Context: an optimization exercise on an open-source flow, tuned for small area, a short achievable clock period and few clock cycles. The choices shown serve that exercise and are no tape-out recipe.
No functional check of the RTL was part of any run shown here.
Power figures rest on the tool's default switching activity, not on a simulated workload.

==> flow/design.v <==
module qser (
    input  wire        clk,
    input  wire        rst,
    input  wire        req_valid,
    output wire        req_ready,
    input  wire [3:0]  req_op,
    input  wire [1:0]  req_gain,
    input  wire [1:0]  req_pol,
    input  wire [1:0]  req_addr,
    input  wire [1:0]  req_param,
    input  wire [31:0] req_a0,
    input  wire [31:0] req_a1,
    input  wire [31:0] req_a2,
    input  wire [31:0] req_a3,
    input  wire [31:0] req_a4,
    input  wire [15:0] req_r0,
    input  wire [15:0] req_r1,
    output wire        tx_valid,
    output wire [7:0]  tx_data,
    input  wire        tx_ready,
    output wire        rsp_valid,
    output wire [2:0]  rsp_kind,
    output wire [3:0]  rsp_reason
);
    localparam integer S  = 3;           
    localparam integer FD = 1;           
    localparam integer FQD = 4;          
    localparam [3:0] OP_DAC_INIT  = 4'h3;
    localparam [3:0] OP_DAC_WRITE = 4'h4;
    localparam [3:0] OP_DDS_TONE  = 4'h5;
    localparam [3:0] OP_DDS_RAMP  = 4'h6;
    localparam [3:0] OP_DDS_LOAD  = 4'h7;
    localparam [3:0] OP_DDS_RESET = 4'h8;
    localparam [3:0] OP_DDS_ROFF  = 4'h9;
    localparam [31:0] PHASE_FS  = 32'd360000;
    localparam [31:0] PHASE_OFS = 32'd2160000000;   
    localparam [31:0] REF_MIN   = 32'd2000000;
    localparam [31:0] REF_MAX   = 32'd3000000;
    localparam [1:0] J_NORM  = 2'd0;
    localparam [1:0] J_PHASE = 2'd1;
    localparam [1:0] J_DAC   = 2'd2;
    reg        r_v;
    reg [1:0]  r_st;         
    reg [3:0]  r_op;
    reg [1:0]  r_gain, r_pol, r_addr, r_param;
    reg [31:0] r_a0, r_a1, r_a2, r_a3, r_a4;
    reg [15:0] r_r0, r_r1;
    reg [2:0]  r_job;
    reg        r_ovf;
    reg        rsp_v_q;
    reg [2:0]  rsp_k_q;
    reg [3:0]  rsp_r_q;
    reg [2:0]  fq_op [0:FQD-1];
    reg [1:0]  fq_f1 [0:FQD-1];
    reg [1:0]  fq_f2 [0:FQD-1];
    reg [1:0]  fq_rd, fq_wr;
    reg [2:0]  fq_cnt;
    wire       fq_space = (fq_cnt != FQD);
    wire [32:0] span_m_a3 = {1'b0, r_a1} - {1'b0, r_a0} - {1'b0, r_a3};
    wire [32:0] span_m_a2 = {1'b0, r_a1} - {1'b0, r_a0} - {1'b0, r_a2};
    wire [31:0] ramp_fs   = (r_param == 2'd1) ? PHASE_FS : r_a4;
    wire        a0_ge_a1  = (r_a0 >= r_a1);
    wire        a0_eq_a1  = (r_a0 == r_a1);
    reg [2:0] c1_kind;
    reg [3:0] c1_reason;
    always @(*) begin
        c1_kind   = 3'd0;
        c1_reason = 4'd0;
        case (r_op)
            OP_DAC_INIT: begin
                if (r_gain == 2'd3)      begin c1_kind = 3'd4; c1_reason = 4'd1; end
                else if (r_pol[1])       begin c1_kind = 3'd5; c1_reason = 4'd2; end
            end
            OP_DAC_WRITE: begin
                if (r_addr == 2'd3)      begin c1_kind = 3'd5; c1_reason = 4'd3; end
                else if (r_gain == 2'd3) begin c1_kind = 3'd4; c1_reason = 4'd1; end
                else if (r_pol[1])       begin c1_kind = 3'd5; c1_reason = 4'd2; end
                else if (r_a1 < REF_MIN || r_a1 > REF_MAX)
                                         begin c1_kind = 3'd1; c1_reason = 4'd2; end
            end
            OP_DDS_TONE: begin
                if (r_a1 == 32'd0 || r_a4 == 32'd0)
                                         begin c1_kind = 3'd1; c1_reason = 4'd2; end
                else if ((a0_ge_a1 && !a0_eq_a1) || r_a3 > r_a4)
                                         begin c1_kind = 3'd1; c1_reason = 4'd1; end
            end
            OP_DDS_RAMP: begin
                if (r_param == 2'd3)     begin c1_kind = 3'd5; c1_reason = 4'd4; end
                else if (a0_ge_a1)       begin c1_kind = 3'd2; c1_reason = 4'd1; end
                else if (span_m_a3[32])  begin c1_kind = 3'd2; c1_reason = 4'd2; end
                else if (span_m_a2[32])  begin c1_kind = 3'd2; c1_reason = 4'd3; end
                else if (r_param != 2'd1 && r_a4 == 32'd0)
                                         begin c1_kind = 3'd1; c1_reason = 4'd2; end
                else if (r_a0 > ramp_fs || r_a1 > ramp_fs || r_a2 > ramp_fs || r_a3 > ramp_fs)
                                         begin c1_kind = 3'd1; c1_reason = 4'd1; end
            end
            OP_DDS_LOAD, OP_DDS_RESET, OP_DDS_ROFF: ;
            default:                     begin c1_kind = 3'd6; c1_reason = 4'd0; end
        endcase
    end
    wire signed [37:0] dac_v  = (r_gain == 2'd2) ? ($signed(r_a0) * 38'sd25) : $signed(r_a0);
    wire        [28:0] dac_fs = (r_gain == 2'd0) ? {6'd0, r_a1[21:0], 1'b0} :
                                (r_gain == 2'd1) ? {5'd0, r_a1[21:0], 2'b0} :
                                                   (r_a1[21:0] * 29'd108);
    wire        dac_ovf = (dac_v[37:31] != {7{dac_v[31]}});
    wire        dac_bip = r_pol[0];
    wire signed [33:0] c2_v = {{2{r_a0[31]}}, r_a0};
    wire signed [33:0] c2_n = c2_v + (dac_bip ? $signed({5'd0, r_a1[28:0]}) : 34'sd0);
    wire        c2_hi_bad = (c2_v > $signed({5'd0, r_a1[28:0]}));
    wire        c2_bad = r_ovf || c2_n[33] || c2_hi_bad;
    wire [31:0] c2_d = dac_bip ? {r_a1[30:0], 1'b0} : r_a1;
    reg [31:0] jn, jd;
    reg [1:0]  jkind;
    reg [5:0]  jbits;       
    reg        jlast;
    always @(*) begin
        jn = r_a0; jd = r_a1; jkind = J_NORM; jbits = 6'd14; jlast = 1'b1;
        case (r_op)
            OP_DAC_WRITE: begin
                jn = r_a0; jd = r_a1; jkind = J_DAC; jbits = 6'd16;
            end
            OP_DDS_TONE: begin
                jlast = (r_job == 3'd2);
                case (r_job)
                    3'd0:    begin jn = r_a0; jd = r_a1;     jbits = 6'd14; end
                    3'd1:    begin jn = r_a2; jd = PHASE_FS; jkind = J_PHASE; jbits = 6'd16; end
                    default: begin jn = r_a3; jd = r_a4;     jbits = 6'd32; end
                endcase
            end
            default: begin   
                jlast = (r_job == 3'd5);
                jd    = ramp_fs;
                jbits = (r_param == 2'd0) ? 6'd32 : (r_param == 2'd1) ? 6'd16 : 6'd14;
                case (r_job)
                    3'd0:    jn = r_a0;
                    3'd1:    jn = r_a1;
                    3'd2:    jn = r_a2;
                    3'd3:    jn = r_a3;
                    3'd4:    begin jn = {16'd0, r_r0}; jd = 32'd65536; jbits = 6'd16; end
                    default: begin jn = {16'd0, r_r1}; jd = 32'd65536; jbits = 6'd16; end
                endcase
            end
        endcase
    end
    localparam integer ST14 = (14 + S - 1) / S;
    localparam integer ST16 = (16 + S - 1) / S;
    localparam integer ST32 = (32 + S - 1) / S;
    localparam integer STPH = (30 + S - 1) / S;
    localparam integer SH14 = S * ST14 - 14;
    localparam integer SH16 = S * ST16 - 16;
    localparam integer SH32 = S * ST32 - 32;
    reg [4:0]  j_steps;
    reg [31:0] j_rem;
    reg [15:0] j_nlo;
    always @(*) begin
        if (jkind == J_PHASE) begin
            j_steps = STPH;
            j_rem   = jn >> 14;
            j_nlo   = {jn[13:0], 2'b00};
        end else if (jbits == 6'd14) begin
            j_steps = ST14;
            j_rem   = jn >> SH14;
            j_nlo   = jn << (16 - SH14);
        end else if (jbits == 6'd16) begin
            j_steps = ST16;
            j_rem   = jn >> SH16;
            j_nlo   = jn << (16 - SH16);
        end else begin
            j_steps = ST32;
            j_rem   = jn >> SH32;
            j_nlo   = jn << (16 - SH32);
        end
    end
    reg        dv_busy, dv_done;
    reg [4:0]  dv_cnt;
    reg [1:0]  dv_kind;
    reg        dv_sat;
    reg [5:0]  dv_bits;
    reg [31:0] rem;
    reg [15:0] nlo;
    reg [31:0] m1;
    reg [33:0] m3;
    reg [34:0] m5, m7;
    reg [39:0] bcd;
    wire [31+S:0] x = {rem, nlo[15 -: S]};
    wire [34:0] mult [1:7];
    assign mult[1] = {3'd0, m1};
    assign mult[2] = {2'd0, m1, 1'b0};
    assign mult[3] = {1'd0, m3};
    assign mult[4] = {1'd0, m1, 2'b0};
    assign mult[5] = m5;
    assign mult[6] = {m3, 1'b0};
    assign mult[7] = m7;
    reg [S:0]  diffs_sign;
    reg [31:0] rem_nx;
    reg [S-1:0] qd;
    reg [35:0] df;
    integer k;
    always @(*) begin
        qd     = {S{1'b0}};
        rem_nx = x[31:0];
        for (k = 1; k < (1 << S); k = k + 1) begin
            df = {{(36-32-S){1'b0}}, x} - {1'b0, mult[k]};
            if (!df[35]) begin
                qd     = k;
                rem_nx = df[31:0];
            end
        end
    end
    reg [S-1:0] qmask;
    integer i, p;
    always @(*) begin
        for (i = 0; i < S; i = i + 1) begin
            p = S * (dv_cnt - 1) + i;
            case (dv_kind)
                J_DAC:   qmask[i] = (p >= 2) && (p < 16);
                default: qmask[i] = (p < dv_bits);
            endcase
        end
    end
    wire [S-1:0] qbits = (dv_sat ? {S{1'b1}} : qd) & qmask;
    function [39:0] dd_adj(input [39:0] b);
        integer t;
        begin
            for (t = 0; t < 10; t = t + 1)
                dd_adj[4*t +: 4] = (b[4*t +: 4] >= 4'd5) ? (b[4*t +: 4] + 4'd3) : b[4*t +: 4];
        end
    endfunction
    reg [39:0] bcd_nx;
    integer u;
    always @(*) begin
        bcd_nx = bcd;
        for (u = S - 1; u >= 0; u = u - 1)
            bcd_nx = {dd_adj(bcd_nx), qbits[u]} ;
    end
    reg [39:0] fe   [0:FD-1];
    reg [1:0]  fe_cnt;
    wire       fe_space = (fe_cnt != FD);
    wire dv_last  = dv_busy && (dv_cnt == 5'd1);
    wire dv_free  = (!dv_busy && !dv_done) || ((dv_last || dv_done) && fe_space);
    wire dv_take  = dv_free && r_v && (r_st == 2'd2);
    wire fe_push  = (dv_last || dv_done) && fe_space;
    wire [39:0] fe_push_data = dv_done ? bcd : bcd_nx;
    reg        ob_v, sk_v;
    reg [7:0]  ob_d, sk_d;
    reg [4:0]  g_pos;
    reg        g_in;
    reg [3:0]  g_dig;
    wire [2:0] h_op = fq_op[fq_rd];
    wire [1:0] h_f1 = fq_f1[fq_rd];
    wire [1:0] h_f2 = fq_f2[fq_rd];
    localparam [2:0] F_INIT = 3'd0, F_WRITE = 3'd1, F_TONE = 3'd2, F_RAMP = 3'd3,
                     F_LOAD = 3'd4, F_RESET = 3'd5, F_ROFF = 3'd6;
    reg [7:0] c_pol, c_gain, c_addr, c_param;
    always @(*) begin
        c_pol   = h_f1[0] ? "b" : "u";
        c_gain  = (h_f2 == 2'd0) ? "1" : (h_f2 == 2'd1) ? "2" : "3";
        c_addr  = (h_f1 == 2'd0) ? "a" : (h_f1 == 2'd1) ? "b" : "c";
        c_param = (h_f1 == 2'd0) ? "f" : (h_f1 == 2'd1) ? "p" : "a";
    end
    reg       t_fld, t_last;
    reg [7:0] t_byte;
    always @(*) begin
        t_fld = 1'b0; t_last = 1'b0; t_byte = "!";
        case (h_op)
            F_INIT:
                case (g_pos)
                    5'd0: t_byte = "D";
                    5'd1: t_byte = "s";
                    5'd2: t_byte = c_pol;
                    5'd3: t_byte = c_gain;
                    default: t_last = 1'b1;
                endcase
            F_WRITE:
                case (g_pos)
                    5'd0: t_byte = "D";
                    5'd1: t_byte = "w";
                    5'd2: t_byte = c_addr;
                    5'd3: t_fld  = 1'b1;
                    default: t_last = 1'b1;
                endcase
            F_TONE:
                case (g_pos)
                    5'd0: t_byte = "d";
                    5'd1: t_byte = "p";
                    5'd2, 5'd4, 5'd6: t_fld = 1'b1;
                    5'd3, 5'd5: t_byte = ",";
                    default: t_last = 1'b1;
                endcase
            F_RAMP:
                case (g_pos)
                    5'd0, 5'd5: t_byte = "d";
                    5'd1, 5'd6: t_byte = "o";
                    5'd2: t_byte = "s";
                    5'd3, 5'd8: t_byte = c_param;
                    5'd4: t_byte = "!";
                    5'd7: t_byte = "p";
                    5'd9, 5'd11, 5'd13, 5'd15, 5'd17, 5'd19: t_fld = 1'b1;
                    5'd10, 5'd12, 5'd14, 5'd16, 5'd18: t_byte = ",";
                    default: t_last = 1'b1;
                endcase
            F_LOAD:
                case (g_pos)
                    5'd0: t_byte = "d";
                    5'd1: t_byte = "l";
                    default: t_last = 1'b1;
                endcase
            F_RESET:
                case (g_pos)
                    5'd0: t_byte = "d";
                    5'd1: t_byte = "r";
                    default: t_last = 1'b1;
                endcase
            default:
                case (g_pos)
                    5'd0: t_byte = "d";
                    5'd1: t_byte = "o";
                    5'd2: t_byte = "x";
                    default: t_last = 1'b1;
                endcase
        endcase
    end
    wire [39:0] e0 = fe[0];
    reg  [3:0]  e_top;
    integer q;
    always @(*) begin
        e_top = 4'd0;
        for (q = 1; q < 10; q = q + 1)
            if (e0[4*q +: 4] != 4'd0) e_top = q;
    end
    wire [3:0] g_sel   = g_in ? g_dig : e_top;
    wire [3:0] g_digit = e0[4*g_sel +: 4];
    wire g_can   = !sk_v && (fq_cnt != 3'd0);
    wire g_fld_ok = (fe_cnt != 2'd0);
    wire g_push  = g_can && (!t_fld || g_fld_ok);
    wire [7:0] g_byte = t_fld ? {4'h3, g_digit} : t_byte;
    wire g_fdone = g_can && t_fld && g_fld_ok && (g_sel == 4'd0);    
    wire fq_pop  = g_can && !t_fld && t_last;
    wire fe_pop  = g_fdone;
    wire accept = req_valid && !r_v;
    wire fq_push_c1 = r_v && (r_st == 2'd0) && fq_space && (c1_kind == 3'd0) && (r_op != OP_DAC_WRITE);
    wire fq_push_c2 = r_v && (r_st == 2'd1) && !c2_bad;
    wire fq_push = fq_push_c1 || fq_push_c2;
    reg [2:0] fq_new_op;
    always @(*) begin
        case (r_op)
            OP_DAC_INIT:  fq_new_op = F_INIT;
            OP_DAC_WRITE: fq_new_op = F_WRITE;
            OP_DDS_TONE:  fq_new_op = F_TONE;
            OP_DDS_RAMP:  fq_new_op = F_RAMP;
            OP_DDS_LOAD:  fq_new_op = F_LOAD;
            OP_DDS_RESET: fq_new_op = F_RESET;
            default:      fq_new_op = F_ROFF;
        endcase
    end
    wire [1:0] fq_new_f1 = (r_op == OP_DAC_INIT) ? r_pol : (r_op == OP_DAC_WRITE) ? r_addr : r_param;
    always @(posedge clk) begin
        if (rst) begin
            r_v     <= 1'b0;
            rsp_v_q <= 1'b0;
            fq_rd   <= 2'd0;
            fq_wr   <= 2'd0;
            fq_cnt  <= 3'd0;
            dv_busy <= 1'b0;
            dv_done <= 1'b0;
            fe_cnt  <= 2'd0;
            ob_v    <= 1'b0;
            sk_v    <= 1'b0;
            g_pos   <= 5'd0;
            g_in    <= 1'b0;
        end else begin
            rsp_v_q <= 1'b0;
            if (accept) begin
                r_v     <= 1'b1;
                r_st    <= 2'd0;
                r_job   <= 3'd0;
                r_op    <= req_op;
                r_gain  <= req_gain;
                r_pol   <= req_pol;
                r_addr  <= req_addr;
                r_param <= req_param;
                r_a0    <= req_a0;
                r_a1    <= req_a1;
                r_a2    <= req_a2;
                r_a3    <= req_a3;
                r_a4    <= req_a4;
                r_r0    <= req_r0;
                r_r1    <= req_r1;
            end else if (r_v && r_st == 2'd0) begin
                if (fq_space) begin
                    if (c1_kind != 3'd0) begin
                        rsp_v_q <= 1'b1;
                        rsp_k_q <= c1_kind;
                        rsp_r_q <= c1_reason;
                        r_v     <= 1'b0;
                    end else if (r_op == OP_DAC_WRITE) begin
                        r_a0  <= dac_v[31:0];
                        r_a1  <= {3'd0, dac_fs};
                        r_ovf <= dac_ovf;
                        r_st  <= 2'd1;
                    end else begin
                        rsp_v_q <= 1'b1;
                        rsp_k_q <= 3'd0;
                        rsp_r_q <= 4'd0;
                        if (r_op == OP_DDS_TONE) begin
                            r_a2 <= r_a2 + (r_a2[31] ? PHASE_OFS : 32'd0);
                            r_st <= 2'd2;
                        end else if (r_op == OP_DDS_RAMP) begin
                            r_st <= 2'd2;
                        end else begin
                            r_v <= 1'b0;
                        end
                    end
                end
            end else if (r_v && r_st == 2'd1) begin
                rsp_v_q <= 1'b1;
                if (c2_bad) begin
                    rsp_k_q <= 3'd1;
                    rsp_r_q <= 4'd1;
                    r_v     <= 1'b0;
                end else begin
                    rsp_k_q <= 3'd0;
                    rsp_r_q <= 4'd0;
                    r_a0    <= c2_n[31:0];
                    r_a1    <= c2_d;
                    r_st    <= 2'd2;
                end
            end else if (dv_take) begin
                r_job <= r_job + 3'd1;
                if (jlast) r_v <= 1'b0;
            end
            if (fq_push) begin
                fq_op[fq_wr] <= fq_new_op;
                fq_f1[fq_wr] <= fq_new_f1;
                fq_f2[fq_wr] <= r_gain;
                fq_wr <= fq_wr + 2'd1;
            end
            if (fq_pop) fq_rd <= fq_rd + 2'd1;
            fq_cnt <= fq_cnt + (fq_push ? 3'd1 : 3'd0) - (fq_pop ? 3'd1 : 3'd0);
            if (dv_take) begin
                dv_busy <= 1'b1;
                dv_done <= 1'b0;
                dv_cnt  <= j_steps;
                dv_kind <= jkind;
                dv_bits <= jbits;
                dv_sat  <= (jkind != J_PHASE) && (jn == jd);
                rem     <= j_rem;
                nlo     <= j_nlo;
                m1      <= jd;
                m3      <= {2'd0, jd} + {1'd0, jd, 1'b0};
                m5      <= {3'd0, jd} + {1'd0, jd, 2'b0};
                m7      <= {jd, 3'b0} - {3'd0, jd};
                bcd     <= 40'd0;
            end else if (dv_busy) begin
                if (dv_last) begin
                    dv_busy <= 1'b0;
                    dv_done <= !fe_space;
                end
                dv_cnt <= dv_cnt - 5'd1;
                rem    <= rem_nx;
                nlo    <= nlo << S;
                bcd    <= bcd_nx;
            end else if (dv_done && fe_space) begin
                dv_done <= 1'b0;
            end
            if (FD == 1) begin
                if (fe_push) fe[0] <= fe_push_data;
                fe_cnt <= fe_cnt + (fe_push ? 2'd1 : 2'd0) - (fe_pop ? 2'd1 : 2'd0);
            end else begin
                if (fe_pop) fe[0] <= fe[FD-1];
                if (fe_push) begin
                    if (fe_cnt == 2'd0 || (fe_cnt == 2'd1 && fe_pop)) fe[0] <= fe_push_data;
                    else fe[FD-1] <= fe_push_data;
                end
                fe_cnt <= fe_cnt + (fe_push ? 2'd1 : 2'd0) - (fe_pop ? 2'd1 : 2'd0);
            end
            if (g_push) begin
                if (t_fld) begin
                    if (g_sel == 4'd0) begin
                        g_in  <= 1'b0;
                        g_pos <= g_pos + 5'd1;
                    end else begin
                        g_in  <= 1'b1;
                        g_dig <= g_sel - 4'd1;
                    end
                end else if (t_last) begin
                    g_pos <= 5'd0;
                end else begin
                    g_pos <= g_pos + 5'd1;
                end
            end
            if (ob_v && tx_ready) begin
                if (sk_v) begin
                    ob_d <= sk_d;
                    sk_v <= 1'b0;
                end else if (g_push) begin
                    ob_d <= g_byte;
                end else begin
                    ob_v <= 1'b0;
                end
            end else if (!ob_v) begin
                if (g_push) begin
                    ob_v <= 1'b1;
                    ob_d <= g_byte;
                end
            end else if (g_push) begin
                sk_v <= 1'b1;
                sk_d <= g_byte;
            end
        end
    end
    assign req_ready  = !r_v;
    assign tx_valid   = ob_v;
    assign tx_data    = ob_d;
    assign rsp_valid  = rsp_v_q;
    assign rsp_kind   = rsp_k_q;
    assign rsp_reason = rsp_r_q;
endmodule
==> flow/run.sh <==
#!/bin/bash
# synth_recipe.tcl (not shown) runs the flow's synth.tcl, then flattens the netlist and writes it again
# the make line also repeats each setting of config.mk as NAME=value (left out here)
make -C /OpenROAD-flow-scripts/flow DESIGN_CONFIG=/design/flow/config.mk WORK_HOME=/design/flow/orfs CLKGATE_MAP_FILE= SYNTH_SCRIPT=/design/flow/synth_recipe.tcl finish
==> flow/config.mk <==
export PLATFORM = sky130hd
export DESIGN_NAME = qser
export DESIGN_NICKNAME = qser
export VERILOG_FILES = /design/flow/design.v
export SDC_FILE = /design/flow/constraint.sdc
export NUM_CORES = 4
export LEC_CHECK = 0
export ABC_CLOCK_PERIOD_IN_PS = 3000
export CAP_MARGIN = 20
export CORE_MARGIN = 2
export CORE_UTILIZATION = 40
export SETUP_SLACK_MARGIN = 5
export SLEW_MARGIN = 20
==> flow/constraint.sdc <==
create_clock -name core_clock -period 10.0 [get_ports {clk}]
set_input_delay 2.0000 -clock core_clock [delete_from_list [all_inputs] [get_ports {clk}]]
set_output_delay 2.0000 -clock core_clock [all_outputs]
set_load 0.01 [all_outputs]
==> impl_results.md, run 1 <==
- Total die area: 163,000 um^2
- I/O pins: 226
- Total grt overflow: 0
- Setup crit end kind: register
- Chip Width: 404 um
- Top sig layer: met5
- Max H-tree Level: 3
- Max-slew violation count: 0
- Setup WS post-layout: 3.57 ns
- Synth unique cells: 121
- Vias per cell: 6.14
- Sink Count: 554
- Least-Margin Pin Slew: 1.30 ns
- Clock power frac: 26.0%
- TritonRoute pass-1 iters: 7
- Largest net degree at the start of global routing: 117
- GRT Overall Usage: 32.2%
- Synthesized cell area: 63,900 um^2
- Fin util: 48.8%
- Required arrival time at the worst endpoint: 10.37 ns
- Multi-input logic area: 46,700 um^2
- Initial DRC count: 6,123
- Internal power component: 6.18 mW
- Hpwl dp: 208 mm
- Critical path type: reg2reg
- Top_reg_cell synth: edfxtp_1
- Total power: 10.2 mW
- CTS tree: built
- # setup viols final: 0
- Part of the power in registers: 28.2%
- Sequential standard cell area: 16,400 um^2
- Startpoint types: register
- Post-route DRC: 0
- Vias: 61,900
- Pre-CTS setup slack: 2.63 ns
- Share of cells above drive strength 1: 14.0%
- Number of synthesized flops with an enable pin: 531
- Final hold vios: 0
- Top cell type's share of synthesized area: 24.9%
- Antenna viol nets, final: 0
- CTS Buffer Depth: 3
- Synth cell count leaders: ha_1 (932), inv_1 (741), a21oi_1 (587)
- Synthesized Nets: 8,640
- Post-layout min period: 6.43 ns
- M1 WL: 111 mm
- Initial antenna violation count: 12
- Worst slew margin: 13.2%
- DIE HEIGHT: 404 um
- Mean Syn Cell Area: 8.62 um^2
- RSZ-0062 raised after global routing: yes
- First-pass GRT wire length: 391 mm
- Final Non-Filler Cells: 10,100
- Number of global-route vias before repair: 59,800
- Site row count: 146
- DR WL met3: 20.3 mm
- Async set or reset register ratio after synthesis: 0%
- Worst-path fanout max: 19
- Status: finished clean
- Setup_tns: 0 ns
- Area leader, netlist: edfxtp_1
- DP Area: 69,000 um^2
- Max cap viols: 0
- Sw frac: 39.3%
- GPL Wtd Cong: 0.985
- CP Data Arrival Time: 6.80 ns
- Fin Clk Skew: 0.0760 ns
- Placed insts: 9,576
- Count leader, synth: ha_1
- Hold crit path type: reg2reg
- Part of the power in combinational logic: 45.8%
- Max stage delay on crit path: 0.54 ns
- CTS Root Cell: clkbuf_16
- Fillers: 14,900
- CP dominant cell by count: buf_6
- Syn Inst Count: 7,421
- Critical-path cell list: nand2b_1, buf_4, nand2_1, ha_1, nand4_1, nor4_2, nand3_1, and2_1, a221o_1, a2111o_1, nor3_2, o41ai_4, nor4bb_4, buf_6, buf_12, buf_6, nand4b_1, buf_4, a21oi_4, buf_6, buf_12
- Sequential-to-total area share from yosys stat: 25.7%
- CTS Buf Count: 67
- Top cells by area, synth: edfxtp_1 (25%), ha_1 (18%), a21oi_1 (4.6%)
- Clock latency on the worst-skew pair: 0.72 ns
- Pleak: 33.2 nW
- Final nets: 9,173
- Core ar.: 159,000 um^2
- WL final: 272 mm
- CP max-delay cell: edfxtp_1
- Drt wl/cell: 27.0 um
- Yosys reg bits: 554
- Switch Pwr: 4.00 mW
- Cell Pwr Density: 131 nW/um^2
- Fin area: 77,400 um^2
- Clk pin slew, worst setup/hold paths: 0.07 ns
- P&R area growth vs syn: 21.1%
- Starting density of the core: 40.3%
- Maximum clock frequency: 155 MHz
- IO Port Bufs: 224
- DR WL met2: 122 mm
- Period utilization: 64.3%
- VDD IR-drop max: 0.136 mV
- Yosys warns: 2
- Worst hold slack: 0.509 ns
## logic make-up after synthesis
logic type,synth area share [%]
AND/OR/NAND/NOR,14.6
buffers and inverters,5.78
flip-flops,25.7
adder cells (fa/ha/maj),20.7
XOR/XNOR,6.45
other,0.00587
AO/OA/AOI/OAI,24.3
multiplexers,2.41
## worst max-delay path: cells and delay by family, from the launching register on
| kind | cells | cell delay, ns |
|---|---|---|
| compound gates | 4 | 1.14 |
| buf+inv | 7 | 1.26 |
| simple gates | 9 | 2.58 |
| flops | 1 | 0.54 |
| fa+ha+maj | 1 | 0.50 |
## final timing paths
check	end	start	slack, ns	cells past startpoint
max	r_a0[28]	r_param[1]	3.57	21
min	dv_done	dv_done	0.51	2
max reg2reg	r_a0[28]	r_param[1]	3.57	21
min reg2reg	dv_done	dv_done	0.51	2
## layout make-up
type                            count  share of cell area (%)
Antenna cell                        3                 0.00969
Clock buffer                       78                    2.26
Clock inverter                     43                   0.751
Inverter                          742                    3.70
Multi-Input combinational cell   5903                    60.3
Sequential cell                   554                    21.2
Tap cell                         2072                    3.35
Timing Repair Buffer              686                    8.46
## flip-flops by register name, summed over array words and instances, names as in the netlist, 33 cells and up, named ones only
register,cells
m7,33
bcd,40
m5,33
fe,40
m3,33
## routing by layer
| layer | vias up | GRT usage, % |
|---|---|---|
| met5 | - | 0 |
| met4 | 4 | 18.1 |
| met3 | 662 | 4.35 |
| met2 | 2811 | 51.9 |
| met1 | 30000 | 41.4 |
| li1 | 28400 | - |
## timing repair
item,CTS,global route
setup endpoints to repair,262,208
hold buffers,0,0
gates cloned,16,0
pin swaps,141,165
setup buffers,254,110
resized for setup,392,218
## power groups by stage
| stage | Sequential (mW) | Clock (mW) | Combinational (mW) |
|---|---|---|---|
| floorplan | 2.85 | 0 | 2.78 |
| global placement | 2.93 | 0 | 3.88 |
| detailed placement | 2.93 | 0 | 3.91 |
| CTS | 2.86 | 2.70 | 4.35 |
| global route | 2.87 | 2.77 | 5.05 |
| finish | 2.87 | 2.65 | 4.67 |
## layout by cell type, fill, tap and decap left out, types with 141 or more instances in the layout
cell             Yosys  final
a21o_1             237    235
a21oi_1            587    544
buf_4                4    358
clkdlybuf4s50_1      0    223
edfxtp_1           531    531
ha_1               932    861
inv_1              741    691
nand2_1            499    488
nor2_1             530    512
o21ai_0            484    448
xnor2_1            321    312
xor2_1             146    141
==> inputs of run 2 (changes only) <==
==> flow/config.mk (replaced) <==
export PLATFORM = sky130hd
export DESIGN_NAME = qser
export DESIGN_NICKNAME = qser
export VERILOG_FILES = /design/flow/design.v
export SDC_FILE = /design/flow/constraint.sdc
export NUM_CORES = 4
export LEC_CHECK = 0
export CAP_MARGIN = 20
export CORE_MARGIN = 2
export CORE_UTILIZATION = 40
export SLEW_MARGIN = 20
==> impl_results.md, run 2 <==
- Total grt overflow: 0
- Switch Pwr: 3.69 mW
- Antenna viol nets, final: 0
- I/O pins: 226
- Max H-tree Level: 3
- CP Data Arrival Time: 8.18 ns
- Final hold vios: 0
- Critical path type: reg2reg
- CTS Root Cell: clkbuf_16
- Site row count: 146
- Top_reg_cell synth: edfxtp_1
- Cell Pwr Density: 134 nW/um^2
- WL final: 250 mm
- Share of cells above drive strength 1: 4.90%
- CTS Buffer Depth: 3
- Post-route DRC: 0
- Top cells by area, synth: edfxtp_1 (25%), ha_1 (18%), a21oi_1 (4.6%)
- Hpwl dp: 200 mm
- DIE HEIGHT: 404 um
- Required arrival time at the worst endpoint: 10.33 ns
- Initial antenna violation count: 12
- Vias per cell: 6.13
- Post-layout min period: 7.85 ns
- Setup crit end kind: register
- Vias: 59,500
- # setup viols final: 0
- Count leader, synth: ha_1
- Clock power frac: 28.4%
- CTS Hold Buffers Added: 0
- Biggest regs: bcd (40), fe (40)
- Fin Clk Skew: 0.0910 ns
- Final nets: 8,803
- CTS tree: built
- Synthesized Nets: 8,640
- Synthesized cell area: 63,900 um^2
- Sequential-to-total area share from yosys stat: 25.7%
- Fillers: 15,500
- Commonest cells after routing, fill and taps aside: ha_1 (932), inv_1 (741), a21oi_1 (584)
- Yosys reg bits: 554
- Post-CTS Setup Inserts: 0
- Internal power component: 5.81 mW
- Setup_tns: 0 ns
- GPL Wtd Cong: 1.03
- Startpoint types: register
- Min-delay src: nlo[8]
- CTS Buf Count: 69
- Drt wl/cell: 25.7 um
- IO Port Bufs: 224
- Number of global-route vias before repair: 58,000
- Period utilization: 78.5%
- First-pass GRT wire length: 367 mm
- Area leader, netlist: edfxtp_1
- Syn Inst Count: 7,421
- Worst slew margin: 15.4%
- Synth cell count leaders: ha_1 (932), inv_1 (741), a21oi_1 (587)
- Max cap viols: 0
- Part of the power in combinational logic: 41.1%
- RSZ-0062 raised after global routing: no
- Pleak: 30.7 nW
- Worst-path fanout max: 9
- Number of synthesized flops with an enable pin: 531
- Yosys warns: 2
- Core ar.: 159,000 um^2
- Worst r2r src: r_a1[1]
- Crit path from: r_a1[1]
- Clk pin slew, worst setup/hold paths: 0.06 ns
- Async set or reset register ratio after synthesis: 0%
- Starting density of the core: 40.3%
- VDD IR-drop max: 0.131 mV
- Initial DRC count: 5,919
- Top cell type's share of synthesized area: 24.9%
- Total die area: 163,000 um^2
- Mean Syn Cell Area: 8.62 um^2
- Setup WS post-layout: 2.15 ns
- Largest net degree at the start of global routing: 72
- Part of the power in registers: 30.5%
- Synth unique cells: 121
- TritonRoute pass-1 iters: 7
- Cts repair resizes: 0
- Status: finished clean
- P&R area growth vs syn: 11.3%
- Least-Margin Pin Slew: 1.27 ns
- Chip Width: 404 um
- Maximum clock frequency: 127 MHz
- Max-slew violation count: 0
- Hold crit path type: reg2reg
- Clock latency on the worst-skew pair: 0.75 ns
- Commonest non-fill, non-tap cell in the layout: ha_1
- Pre-CTS setup slack: 2.35 ns
- Sink Count: 554
- GRT Overall Usage: 29.9%
- Sw frac: 38.9%
## run 2: cell counts after synthesis
No cell type changed its count.
## run 2: worst paths after layout
check                 to  depth (start not counted)  slack (ns)
max          fq_f2[0][1]                         24        2.15
min              nlo[11]                          2        0.51
max reg2reg  fq_f2[0][1]                         24        2.15
min reg2reg      nlo[11]                          2        0.51
## run 2: power by group through the flow
stage	logic, mW	clock network, mW	registers [mW]
final	3.91	2.70	2.89
after global routing	4.30	2.83	2.90
after CTS	3.84	2.75	2.89
after detailed placement	3.81	0	2.93
after global placement	3.76	0	2.93
after floorplan	2.74	0	2.86
## run 2: kinds of logic (layout without fill, tap and decap cells)
kind of cell | count (synthesis) | count (layout) | synth area share [%]
AND/OR/NAND/NOR | 1930 | 1930 | 14.6
other | 1 | 3 | 0.00587
buffers and inverters | 967 | 1186 | 5.78
adder cells (fa/ha/maj) | 1011 | 1011 | 20.7
multiplexers | 140 | 140 | 2.41
flip-flops | 554 | 554 | 25.7
AO/OA/AOI/OAI | 2349 | 2349 | 24.3
XOR/XNOR | 469 | 469 | 6.45
## run 2: cell type report
type                       instances  area [um^2]  share of cell area (%)
tap                             2072         2590                    3.64
clock inverter                    48          641                   0.900
clock buffer                      79         1780                    2.51
inverter                         742         2790                    3.91
sequential                       554        16400                    23.1
multi-input combinational       5900        44000                    61.8
antenna                            2         5.00                 0.00703
timing repair buffer             317         2960                    4.15
## run 2: metal layers
metal	routed length (um)	GRT usage [%]	part of all wire (%)
met1	103000	38.3	41
met3	18000	3.87	7.2
met2	113000	48.5	45
met4	15700	16.9	6.3
met5	34	0	0.014
## run 2: critical path, stage by stage (launching register included)
cell and delay, ns:
edfxtp_1 0.74, inv_1 0.24, fa_1 0.50, nand2b_1 0.20, a211oi_2 0.36, o21ai_4 0.14
o221ai_2 0.47, a311oi_1 0.23, o21bai_1 0.16, a21oi_1 0.11, o21ai_0 0.40, a21o_1 0.19
a21oi_1 0.08, xnor2_1 0.18, ha_1 0.32, nand4_1 0.09, or3_1 0.36, a221o_1 0.32
a21oi_1 0.21, mux2i_1 0.16, o21ai_0 0.24, nor4bb_2 0.31, buf_4 0.28, a32oi_4 0.14
nor3b_1 0.98
## run 2: per-stage QoR
stage          power (mW)  std cells  util [%]  hold slack (ns)  instance area [um^2]
6_report             9.50       9714      44.9            0.508                 71200
3_5_place_dp         6.75       9584      43.3            0.500                 68700
2_1_floorplan        5.60       7421         -            0.480                 63900
4_1_cts              9.48       9711      44.9            0.507                 71100
5_1_grt              10.0       9712      44.9            0.544                 71200
3_3_place_gp         6.69       9584      43.3            0.500                 68700

==> afterwards: timing with drivers on the ports <==
How much do the figures lean on ideal ports? The routed layouts below were timed once more, with nothing changed but the port constraints. Step 1 sets driving cells, clkbuf_16 on the clock port and buf_2 on the other inputs (assumed; they add their load-dependent delay and slew). Step 2 times the ports against the registers' clock, not the clock port: input delays grow and output delays shrink by t, the midpoint of the rising clock arrivals with the driver on. a / b / c = no drivers / after step 1 / after step 2; a / b = the first two.
run | t, ns | setup WS [ns] | worst setup path at the end
run 1 | 0.779 | 3.566 / 3.566 / 3.566 | register to register
run 2 | 0.786 | 2.150 / 2.150 / 2.150 | register to register
After both steps every run listed still meets setup and hold.
